Source: an optimization exercise on an open RTL-to-GDS flow (aim: small area, a short achievable clock period and few clock cycles per item). Production flows keep margins and buffers that such runs may drop. In this exercise RTL edits were held to simulation tests only and were not proved equivalent to the original.

==> config.mk <==
export PLATFORM = sky130hd
export DESIGN_NAME = thermal_quant
export DESIGN_NICKNAME = thermal_quant
export VERILOG_FILES = /design/flow/design.v
export SDC_FILE = /design/flow/constraint.sdc
export NUM_CORES = 4
export LEC_CHECK = 0
export CAP_MARGIN = 20
export CORE_MARGIN = 2
export CORE_UTILIZATION = 40
export SLEW_MARGIN = 20
==> constraint.sdc <==
create_clock -name core_clock -period 45.0 [get_ports {clk}]
set_input_delay 9.0000 -clock core_clock [delete_from_list [all_inputs] [get_ports {clk}]]
set_output_delay 9.0000 -clock core_clock [all_outputs]
set_load 0.01 [all_outputs]
==> design.v <==
module thermal_q_enc (
    input  wire [31:0] temp,
    output reg  [15:0] word,
    output wire        nan
);
    wire        sign = temp[31];
    wire [7:0]  exp  = temp[30:23];
    wire [22:0] frac = temp[22:0];
    assign nan = (exp == 8'hff) && (frac != 23'd0);
    wire above = (temp[30:0] > 31'h42200000);
    wire [23:0] mant   = {1'b1, frac};
    wire [27:0] mant10 = {mant, 3'b000} + {3'b000, mant, 1'b0};
    wire [7:0]  sh     = 8'd150 - exp;               
    wire [28:0] half   = 29'd1 << (sh - 8'd1);
    wire [28:0] sum    = {1'b0, mant10} + half;
    wire [28:0] scaled = sum >> sh;
    always @* begin
        if (nan || sign)
            word = 16'd0;
        else if (above)
            word = 16'd400;
        else if (exp < 8'd122)
            word = 16'd0;
        else
            word = scaled[15:0];
    end
endmodule
module thermal_q_dec (
    input  wire [15:0] word,
    output reg  [31:0] temp
);
    wire [44:0] num   = {word, 29'd0};
    wire [44:0] quo   = num / 45'd10;
    wire [44:0] rem   = num % 45'd10;
    reg  [5:0]  lead;
    integer     k;
    always @* begin
        lead = 6'd0;
        for (k = 0; k < 45; k = k + 1)
            if (quo[k]) lead = k[5:0];
    end
    wire [44:0] norm   = quo << (6'd44 - lead);
    wire [23:0] sig    = norm[44:21];
    wire        guard  = norm[20];
    wire        sticky = (norm[19:0] != 20'd0) || (rem != 45'd0);
    wire        round_up = guard && (sticky || sig[0]);
    wire [24:0] sig_r  = {1'b0, sig} + {24'd0, round_up};
    wire [7:0]  exp_b  = {2'b00, lead} + 8'd98;
    always @* begin
        if (word == 16'd0)
            temp = 32'd0;
        else if (sig_r[24])
            temp = {1'b0, exp_b + 8'd1, 23'd0};
        else
            temp = {1'b0, exp_b, sig_r[22:0]};
    end
endmodule
module thermal_quant (
    input  wire        clk,
    input  wire        rst,           
    input  wire        in_valid,
    output wire        in_ready,
    input  wire        in_op,         
    input  wire [31:0] in_data,       
    output wire        out_valid,
    input  wire        out_ready,
    output wire [31:0] out_data,      
    output wire        out_nan        
);
    wire [15:0] enc_word;
    wire        enc_nan;
    wire [31:0] dec_temp;
    thermal_q_enc u_enc (
        .temp (in_data),
        .word (enc_word),
        .nan  (enc_nan)
    );
    thermal_q_dec u_dec (
        .word (in_data[15:0]),
        .temp (dec_temp)
    );
    reg        valid_q;
    reg [31:0] data_q;
    reg        nan_q;
    assign in_ready = !valid_q || out_ready;
    wire   accept   = in_valid && in_ready;
    always @(posedge clk) begin
        if (rst)
            valid_q <= 1'b0;
        else if (accept)
            valid_q <= 1'b1;
        else if (out_ready)
            valid_q <= 1'b0;
    end
    always @(posedge clk) begin
        if (accept) begin
            data_q <= in_op ? dec_temp : {16'd0, enc_word};
            nan_q  <= in_op ? 1'b0 : enc_nan;
        end
    end
    assign out_valid = valid_q;
    assign out_data  = data_q;
    assign out_nan   = nan_q;
endmodule
==> run.sh <==
#!/bin/bash
# synth_recipe.tcl (not shown) runs the flow's synth.tcl, then flattens the netlist and writes it again
# the make line also repeats each setting of config.mk as NAME=value (left out here)
make -C /OpenROAD-flow-scripts/flow DESIGN_CONFIG=/design/flow/config.mk WORK_HOME=/design/flow/orfs CLKGATE_MAP_FILE= SYNTH_SCRIPT=/design/flow/synth_recipe.tcl finish
==> impl_metrics.env, run 1 <==
export IMPL_netlist_top_cells_count="nor2_1, nand2_1, a21oi_1"
export IMPL_die_h_um=206.3
export IMPL_synth_top_family_by_area="compound AO/OA/AOI/OAI gates"
export IMPL_crit_fanout=21
export IMPL_yosysSeqAreaShare=0.05993
export IMPL_post_synth_top_count_cell="nor2_1"
export IMPL_drc_errors=0
export IMPL_status="complete, no violations"
export IMPL_holdWs_ps=538.7
export IMPL_totalWireLength_um=62370
export IMPL_crit_path_start_kind="primary input"
export IMPL_cts_sinks=33
export IMPL_grt_pass1_wl_um=97230
export IMPL_grt_max_degree=59
export IMPL_num_rows=74
export IMPL_ys_ff_latch=33
export IMPL_yosys_warnings=3
export IMPL_worstMarginPinSlew_ps=1143
export IMPL_setup_tns_ps=0
export IMPL_crit_arrival_ps=43560
export IMPL_portBuffers=70
export IMPL_hold_path_class="reg -> reg"
export IMPL_cts_path_max_buffers=2
export IMPL_fp_dieW_um=206.3
export IMPL_setup_viol=0
export IMPL_drtIter0Drc=2302
export IMPL_async_flop_share=0
export IMPL_dp_cells=3010
export IMPL_post_route_util=0.4905
export IMPL_cp_end_kind="flip-flop"
export IMPL_synth_fa_ha_area_frac=0.08561
export IMPL_rsz0062_at_grt="yes"
export IMPL_numCtsBuffers=5
export IMPL_yosys_top_cells_area="nor2_1, edfxtp_1, ha_1, a21oi_1, nand2_1"
export IMPL_synth_simple_area_share=0.2756
export IMPL_h_tree_depth=2
export IMPL_path_common_cell="ha_4"
export IMPL_cts_tree="done"
export IMPL_skew_ps=5.005
export IMPL_drtPass1Iterations=6
export IMPL_cts_hold_buffers=0
export IMPL_path_class="in -> reg"
export IMPL_max_slew_margin=0.2354
export IMPL_gp_congestion=1.013
export IMPL_final_cells=3073
export IMPL_vias_per_cell=6.483
export IMPL_synth_area_um2=16370
export IMPL_clk_latency_ps=280
export IMPL_globalRouteOverflowTotal=0
export IMPL_drive_gt1_frac=0.2046
export IMPL_num_antenna_cells=0
export IMPL_clkTransAtPathRegs_ps=50
export IMPL_cts_root_buf="clkbuf_16"
export IMPL_initial_core_util=0.4027
export IMPL_period_share=0.9653
export IMPL_maxCapViolations=0
export IMPL_nNetsFinal=2675
export IMPL_grtUsageTotal=0.2775
export IMPL_avgSynthCellArea_um2=6.798
export IMPL_synth_top_cell_area_share=0.06077
export IMPL_worst_slack_ps=1562
export IMPL_cp_required_ps=45120
export IMPL_synth_distinct_cells=141
export IMPL_synth_nets=2543
export IMPL_wl_per_cell_um=20.30
export IMPL_dpl_worst_slack_ps=-790.1
export IMPL_core_um2=40650
export IMPL_ant_nets=0
export IMPL_grt_pass1_vias=18100
export IMPL_area_growth_syn_to_layout_pct=21.80
export IMPL_hold_viol=0
export IMPL_synth_edf_count=32
export IMPL_fp_dieArea_um2=42560
export IMPL_synth_area_mux_share=0.07300
export IMPL_fmax_mhz=23.02
export IMPL_yosys_area_top_type="nor2_1"
export IMPL_slowest_stage="or4_4"
export IMPL_via_count=19920
export IMPL_placed_area_um2=18760
export IMPL_synth_compound_area_frac=0.3889
export IMPL_finalInstanceArea_um2=19940
export IMPL_synth_ff_type="edfxtp_1"
export IMPL_dp_hpwl_um=48590
export IMPL_syn_inst=2408
export IMPL_io_pins=72
export IMPL_antenna_found_initial=0
export IMPL_slowest_delay_ps=570
export IMPL_slew_viol_final=0
export IMPL_synth_xor_area_share=0.04525
export IMPL_min_period_ps=43440
-- metal layers --
metal / wire length, um / track usage / vias to the layer above
met3: 4457 / 0.02617 / 117
li1: - / - / 9424
met5: 0 / 0 / -
met1: 27730 / 0.3897 / 9499
met2: 28760 / 0.4552 / 881
met4: 1430 / 0.06709 / 0
-- area by class of cell --
| type | instances | area [um^2] |
|---|---|---|
| fillers | 4039 | 20710 |
| flip-flops and latches | 33 | 980.9 |
| repair buffers | 283 | 2364 |
| well taps | 532 | 665.6 |
| clock buffers | 7 | 142.6 |
| inverters | 114 | 452.9 |
| clock inverters | 1 | 30.03 |
| multi-input cells | 2103 | 15300 |
-- logic make-up (layout without fill, tap and decap cells) --
family	count (synthesis)	in the layout
xor+xnor	83	84
fa+ha+maj	99	99
flops	33	33
simple gates	923	923
other cells	1	1
compound gates	885	886
buf+inv	274	405
mux	110	110
-- flip-flops by register name (all words and copies together), names as in the netlist --
signal / count
nan_q: 1
out_data: 31
valid_q: 1
-- cell usage in the layout, fill, tap and decap left out, types with 16 or more instances in the layout --
cell | netlist | routed
nor4_1 | 29 | 20
or3_1 | 23 | 20
mux2_2 | 17 | 16
o22ai_1 | 43 | 41
or2_2 | 20 | 19
a31oi_1 | 36 | 33
nand3_1 | 87 | 85
a211oi_1 | 42 | 38
a21o_1 | 29 | 29
a21oi_1 | 183 | 177
and3_1 | 28 | 26
fa_1 | 22 | 22
nand2_1 | 243 | 231
nand4_1 | 25 | 25
buf_4 | 14 | 204
inv_1 | 88 | 82
ha_1 | 76 | 53
nor3_1 | 76 | 71
inv_2 | 12 | 16
o21ai_1 | 24 | 24
o31ai_1 | 25 | 22
xnor2_1 | 61 | 56
ha_4 | 0 | 19
clkdlybuf4s50_1 | 0 | 64
nand2b_1 | 25 | 23
edfxtp_1 | 32 | 32
and2_1 | 23 | 21
nor2_1 | 265 | 254
o211ai_1 | 34 | 34
o2111ai_1 | 22 | 20
o21a_1 | 27 | 24
o21ai_0 | 142 | 138
xor2_1 | 21 | 19
mux2i_1 | 78 | 72
-- critical path: cells and delay by family --
kind,cells,cell delay (ps)
muxes,3,550
xor gates and xnor gates,2,330
and+or+nand+nor,60,11350
adders and majority gates,28,8040
AOI/OAI and AO/OA,66,12150
buffers and inverters,20,2040
-- worst paths after layout --
path                                   from      endpoint  slack (ps)  cells past startpoint
worst max-delay path            in_data[12]  out_data[27]        1560                    179
worst min-delay path                valid_q       valid_q         540                      2
worst max register to register      valid_q         nan_q       43740                      3
worst min register to register      valid_q       valid_q         540                      2
-- timing repair --
| action | CTS | global route |
|---|---|---|
| buffers inserted | 2 | 50 |
| setup endpoints to repair | 28 | 31 |
| hold endpoints to repair | 0 | 0 |
| gates cloned | 1 | 2 |
| pin swaps | 1 | 31 |
| gates resized for setup | 10 | 116 |
Testbench counts, summed over its fixed seeds: cycles 12,296, items 12,288.
==> run 2: changes to the inputs <==
==> design.v (replaced) <==
module thermal_q_enc (
    input  wire [31:0] temp,
    output wire [8:0]  word,
    output wire        nan
);
    wire        sign = temp[31];
    wire [7:0]  exp  = temp[30:23];
    wire [22:0] frac = temp[22:0];
    assign nan = (exp == 8'hff) && (frac != 23'd0);
    wire above = (exp > 8'd132) || ((exp == 8'd132) && (frac > 23'h200000));
    wire tiny = (exp < 8'd122);
    wire [23:0] mant = {1'b1, frac};
    wire [26:0] m5   = {3'b000, mant} + {1'b0, mant, 2'b00};
    wire [10:0] s5   = m5[26:16];
    wire [3:0]  k    = 4'd4 - exp[3:0];              
    wire [10:0] t    = s5 >> k;
    wire [9:0]  r    = t[10:1] + {9'd0, t[0]};
    assign word = (nan || sign || tiny) ? 9'd0 :
                  above                 ? 9'd400 : r[8:0];
endmodule
module thermal_q_dec (
    input  wire [15:0] word,
    output wire [30:0] temp         
);
    wire        z8 = (word[15:8] == 8'd0);
    wire [15:0] x8 = z8 ? {word[7:0], 8'd0} : word;
    wire        z4 = (x8[15:12] == 4'd0);
    wire [15:0] x4 = z4 ? {x8[11:0], 4'd0} : x8;
    wire        z2 = (x4[15:14] == 2'd0);
    wire [15:0] x2 = z2 ? {x4[13:0], 2'd0} : x4;
    wire        z1 = !x2[15];
    wire [15:0] x  = z1 ? {x2[14:0], 1'd0} : x2;
    wire [3:0]  p  = ~{z8, z4, z2, z1};
    reg  [13:0] q;
    reg  [2:0]  r;
    integer     j;
    always @* begin
        r = 3'd0;
        q = 14'd0;
        for (j = 15; j >= 0; j = j - 1) begin
            case ({r, x[j]})
                4'b000_0: begin r = 3'd0; end
                4'b000_1: begin r = 3'd1; end
                4'b001_0: begin r = 3'd2; end
                4'b001_1: begin r = 3'd3; end
                4'b010_0: begin r = 3'd4; end
                4'b010_1: begin r = 3'd0; if (j < 14) q[j] = 1'b1; end
                4'b011_0: begin r = 3'd1; if (j < 14) q[j] = 1'b1; end
                4'b011_1: begin r = 3'd2; if (j < 14) q[j] = 1'b1; end
                4'b100_0: begin r = 3'd3; if (j < 14) q[j] = 1'b1; end
                4'b100_1: begin r = 3'd4; if (j < 14) q[j] = 1'b1; end
                default:  begin r = 3'bxxx; if (j < 14) q[j] = 1'bx; end
            endcase
        end
    end
    reg  [9:0]  f10;
    reg  [10:0] f11;
    always @* begin
        case (r)
            3'd1:    begin f10 = 10'd205; f11 = 11'd410;  end
            3'd2:    begin f10 = 10'd410; f11 = 11'd819;  end
            3'd3:    begin f10 = 10'd614; f11 = 11'd1229; end
            3'd4:    begin f10 = 10'd819; f11 = 11'd1638; end
            default: begin f10 = 10'd0;   f11 = 11'd0;    end
        endcase
    end
    wire [22:0] mant = q[13] ? {q[12:0], f10} : {q[11:0], f11};
    wire [7:0]  expo = {4'b0111, 4'b1011} + {4'd0, p} + {7'd0, q[13]};
    assign temp = (word == 16'd0) ? 31'd0 : {expo, mant};
endmodule
module thermal_quant (
    input  wire        clk,
    input  wire        rst,           
    input  wire        in_valid,
    output wire        in_ready,
    input  wire        in_op,         
    input  wire [31:0] in_data,       
    output wire        out_valid,
    input  wire        out_ready,
    output wire [31:0] out_data,      
    output wire        out_nan        
);
    reg        skd_valid, cmd_valid, rsp_valid;
    reg [32:0] skd, cmd;              
    reg [30:0] rsp_data;
    reg        rsp_nan;
    wire [8:0]  enc_word;
    wire        enc_nan;
    wire [30:0] dec_temp;
    thermal_q_enc u_enc (
        .temp (cmd[31:0]),
        .word (enc_word),
        .nan  (enc_nan)
    );
    thermal_q_dec u_dec (
        .word (cmd[15:0]),
        .temp (dec_temp)
    );
    assign in_ready = !skd_valid;
    wire   accept   = in_valid && !skd_valid;
    wire   ld_rsp   = !rsp_valid || out_ready;
    wire   ld_cmd   = !cmd_valid || ld_rsp;
    always @(posedge clk) begin
        if (rst) begin
            skd_valid <= 1'b0;
            cmd_valid <= 1'b0;
            rsp_valid <= 1'b0;
        end else begin
            if (ld_rsp)
                rsp_valid <= cmd_valid;
            if (ld_cmd)
                cmd_valid <= skd_valid || accept;
            skd_valid <= ld_cmd ? 1'b0 : (skd_valid || accept);
        end
    end
    always @(posedge clk) begin
        if (!skd_valid)
            skd <= {in_op, in_data};
        if (ld_cmd)
            cmd <= skd_valid ? skd : {in_op, in_data};
        if (ld_rsp) begin
            rsp_data <= cmd[32] ? dec_temp : {22'd0, enc_word};
            rsp_nan  <= !cmd[32] && enc_nan;
        end
    end
    assign out_valid = rsp_valid;
    assign out_data  = {1'b0, rsp_data};
    assign out_nan   = rsp_nan;
endmodule
==> run 2 against run 1 <==
  * Global-route usage shrank 8.8 points
  * First-iteration DRC count down 73%
  * Design area is 55% lower
  * Via count shrank 65%
  * Cell count decreased by 62%
  * Maximum frequency rose to 4.2 times the previous value
  * Synthesized cell count shrank 64%
  * Flip-flop and latch count increased by 67
  * Worst setup slack better by 33000 ps
  * Non-clock buffer count decreased by 203
  * Synthesized area is 53% lower
  * Worst hold slack got worse by 65 ps
  * Largest cell class unchanged
  * Highest routed layer unchanged
==> impl_metrics.env, run 2 <==
export IMPL_fp_dieArea_um2=20460
export IMPL_regArea_um2=2643
export IMPL_ant_nets=0
export IMPL_cts_path_max_buffers=2
export IMPL_multi_input_area_um2=4766
export IMPL_yosysSeqAreaShare=0.3417
export IMPL_synth_distinct_cells=102
export IMPL_netlist_top_cells_count="nor2_1, edfxtp_1, a21oi_1"
export IMPL_postCtsSetupRepairBufs=0
export IMPL_totalWireLength_um=19260
export IMPL_status="complete, no violations"
export IMPL_rsz0062_at_grt="no"
export IMPL_nNetsFinal=969
export IMPL_vias_per_cell=6.010
export IMPL_gp_congestion=0.8991
export IMPL_drtPass1Iterations=5
export IMPL_io_pins=72
export IMPL_synth_area_um2=7732
export IMPL_skew_ps=8.035
export IMPL_cts_root_buf="clkbuf_16"
export IMPL_synth_ff_type="edfxtp_1"
export IMPL_synth_edf_count=64
export IMPL_num_antenna_cells=0
export IMPL_slowest_stage="clkdlybuf4s50_1"
export IMPL_setup_viol=0
export IMPL_yosys_warnings=2
export IMPL_area_growth_syn_to_layout_pct=14.89
export IMPL_hold_path_class="reg -> reg"
export IMPL_clk_latency_ps=350
export IMPL_cts_resized=0
export IMPL_placed_area_um2=8581
export IMPL_drc_errors=0
export IMPL_drive_gt1_frac=0.1066
export IMPL_cts_sinks=100
export IMPL_hold_viol=0
export IMPL_globalRouteOverflowTotal=0
export IMPL_initial_core_util=0.4106
export IMPL_synth_nets=936
export IMPL_finalInstanceArea_um2=8884
export IMPL_post_synth_top_count_cell="nor2_1"
export IMPL_crit_path_start_kind="flip-flop"
export IMPL_min_period_ps=10270
export IMPL_crit_arrival_ps=1270
export IMPL_ys_ff_latch=100
export IMPL_antenna_found_initial=0
export IMPL_portBuffers=70
export IMPL_crit_family="buffers and inverters"
export IMPL_die_h_um=143.0
export IMPL_cts_tree="done"
export IMPL_slowest_delay_ps=550
export IMPL_fmax_mhz=97.39
export IMPL_core_um2=18830
export IMPL_avgSynthCellArea_um2=8.867
export IMPL_fp_dieW_um=143.0
export IMPL_crit_path_cell_trace="clkdlybuf4s50_1"
export IMPL_max_slew_margin=0.3023
export IMPL_drtIter0Drc=626
export IMPL_grt_pass1_vias=6190
export IMPL_grt_pass1_wl_um=31500
export IMPL_wl_per_cell_um=16.46
export IMPL_most_common_layout_cells="nor2_1, clkdlybuf4s50_1, edfxtp_1, a21oi_1, o21ai_0"
export IMPL_maxCapViolations=0
export IMPL_dp_hpwl_um=13860
export IMPL_yosys_area_top_type="edfxtp_1"
export IMPL_clkTransAtPathRegs_ps=80
export IMPL_slew_viol_final=0
export IMPL_setup_tns_ps=0
export IMPL_h_tree_depth=3
export IMPL_period_share=0.2282
export IMPL_cp_required_ps=36000
export IMPL_num_rows=50
export IMPL_grtUsageTotal=0.1893
export IMPL_worstMarginPinSlew_ps=1047
export IMPL_grt_max_degree=35
export IMPL_path_class="reg -> out"
export IMPL_numCtsBuffers=9
export IMPL_cts_hold_buffers=0
export IMPL_crit_fanout=1
export IMPL_final_fill_count=1867
export IMPL_yosys_top_cells_area="edfxtp_1, dfxtp_1, mux2_2, ha_1, a21oi_1"
export IMPL_via_count=7032
export IMPL_synth_top_cell_area_share=0.2485
export IMPL_syn_inst=872
export IMPL_async_flop_share=0
export IMPL_cp_end_kind="primary output"
export IMPL_crit_buf_inv=1
export IMPL_mostFrequentLayoutCell="nor2_1"
## run 2: kinds of logic after synthesis
| logic type | synth area share |
|---|---|
| xor gates and xnor gates | 0.01926 |
| buffers and inverters | 0.04369 |
| muxes | 0.06375 |
| adders and majority gates | 0.04369 |
| other | 0.0004850 |
| DFF | 0.3417 |
| AOI/OAI and AO/OA | 0.2943 |
| and+or+nand+nor | 0.1930 |
## run 2: path summary, 6_finish.rpt
check	depth (start not counted)	from	to	slack (ps)
setup / recovery	1	rsp_data[24]	out_data[24]	34730
hold / removal	1	skd[4]	skd[4]	470
setup reg to reg	23	cmd[5]	rsp_data[5]	36210
hold reg to reg	1	skd[4]	skd[4]	470
## run 2: per-layer routing
metal	track usage	up-vias	wire, um	part of all wire
met4	0.04638	0	283	0.015
met1	0.2824	3294	9509	0.49
met3	0.03219	27	1092	0.057
li1	-	3483	-	-
met2	0.2838	228	8373	0.43
met5	0	-	0	0
## run 2: metrics by stage
stage | util | worst slack, ps | hold WS, ps | std cells
detailed placement | 0.4557 | 34600 | 458.9 | 1154
CTS | 0.4718 | 34710 | 477.3 | 1170
finish | 0.4718 | 34730 | 473.8 | 1170
global placement | 0.4557 | 34580 | 453.5 | 1154
global route | 0.4718 | 34680 | 489.7 | 1170
floorplan | - | 34730 | 440.2 | 872
## run 2: layout make-up
class,count,share of cell area
Clock buffer,9,0.02535
Clock inverter,7,0.008732
Inverter,19,0.008028
Multi-Input combinational cell,695,0.5365
Sequential cell,100,0.2975
Tap cell,260,0.03662
Timing Repair Buffer,80,0.08732
Testbench counts of run 2, summed over its fixed seeds: cycles 12,304, items 12,288.

-- separate check: timing with driven ports --
How much do the figures lean on ideal ports? The routed layouts below were timed once more, with nothing changed but the port constraints.
Step 1, drivers: a clkbuf_16 drives clk and a buf_2 each remaining input, both assumed.
Step 2, shift: input delay + t, output delay - t, t = (earliest + latest rising clock arrival at the registers) / 2. This alone moves slack from input paths to output paths.
Slacks: no drivers / after step 1 / after step 2; pairs: no drivers / after step 1.
run | t, ns | setup WS [ns] | worst slew at a driven data input, ns
run 1 | 0.310 | 1.562 / 1.570 / 1.260 | 0.06
run 2 | 0.390 | 34.732 / 34.690 / 34.621 | 0.04
After both steps every run listed still meets setup and hold. For run 1, which loses most, drivers alone change the setup slack by +0.008 ns; drivers and shift together by -0.302 ns.
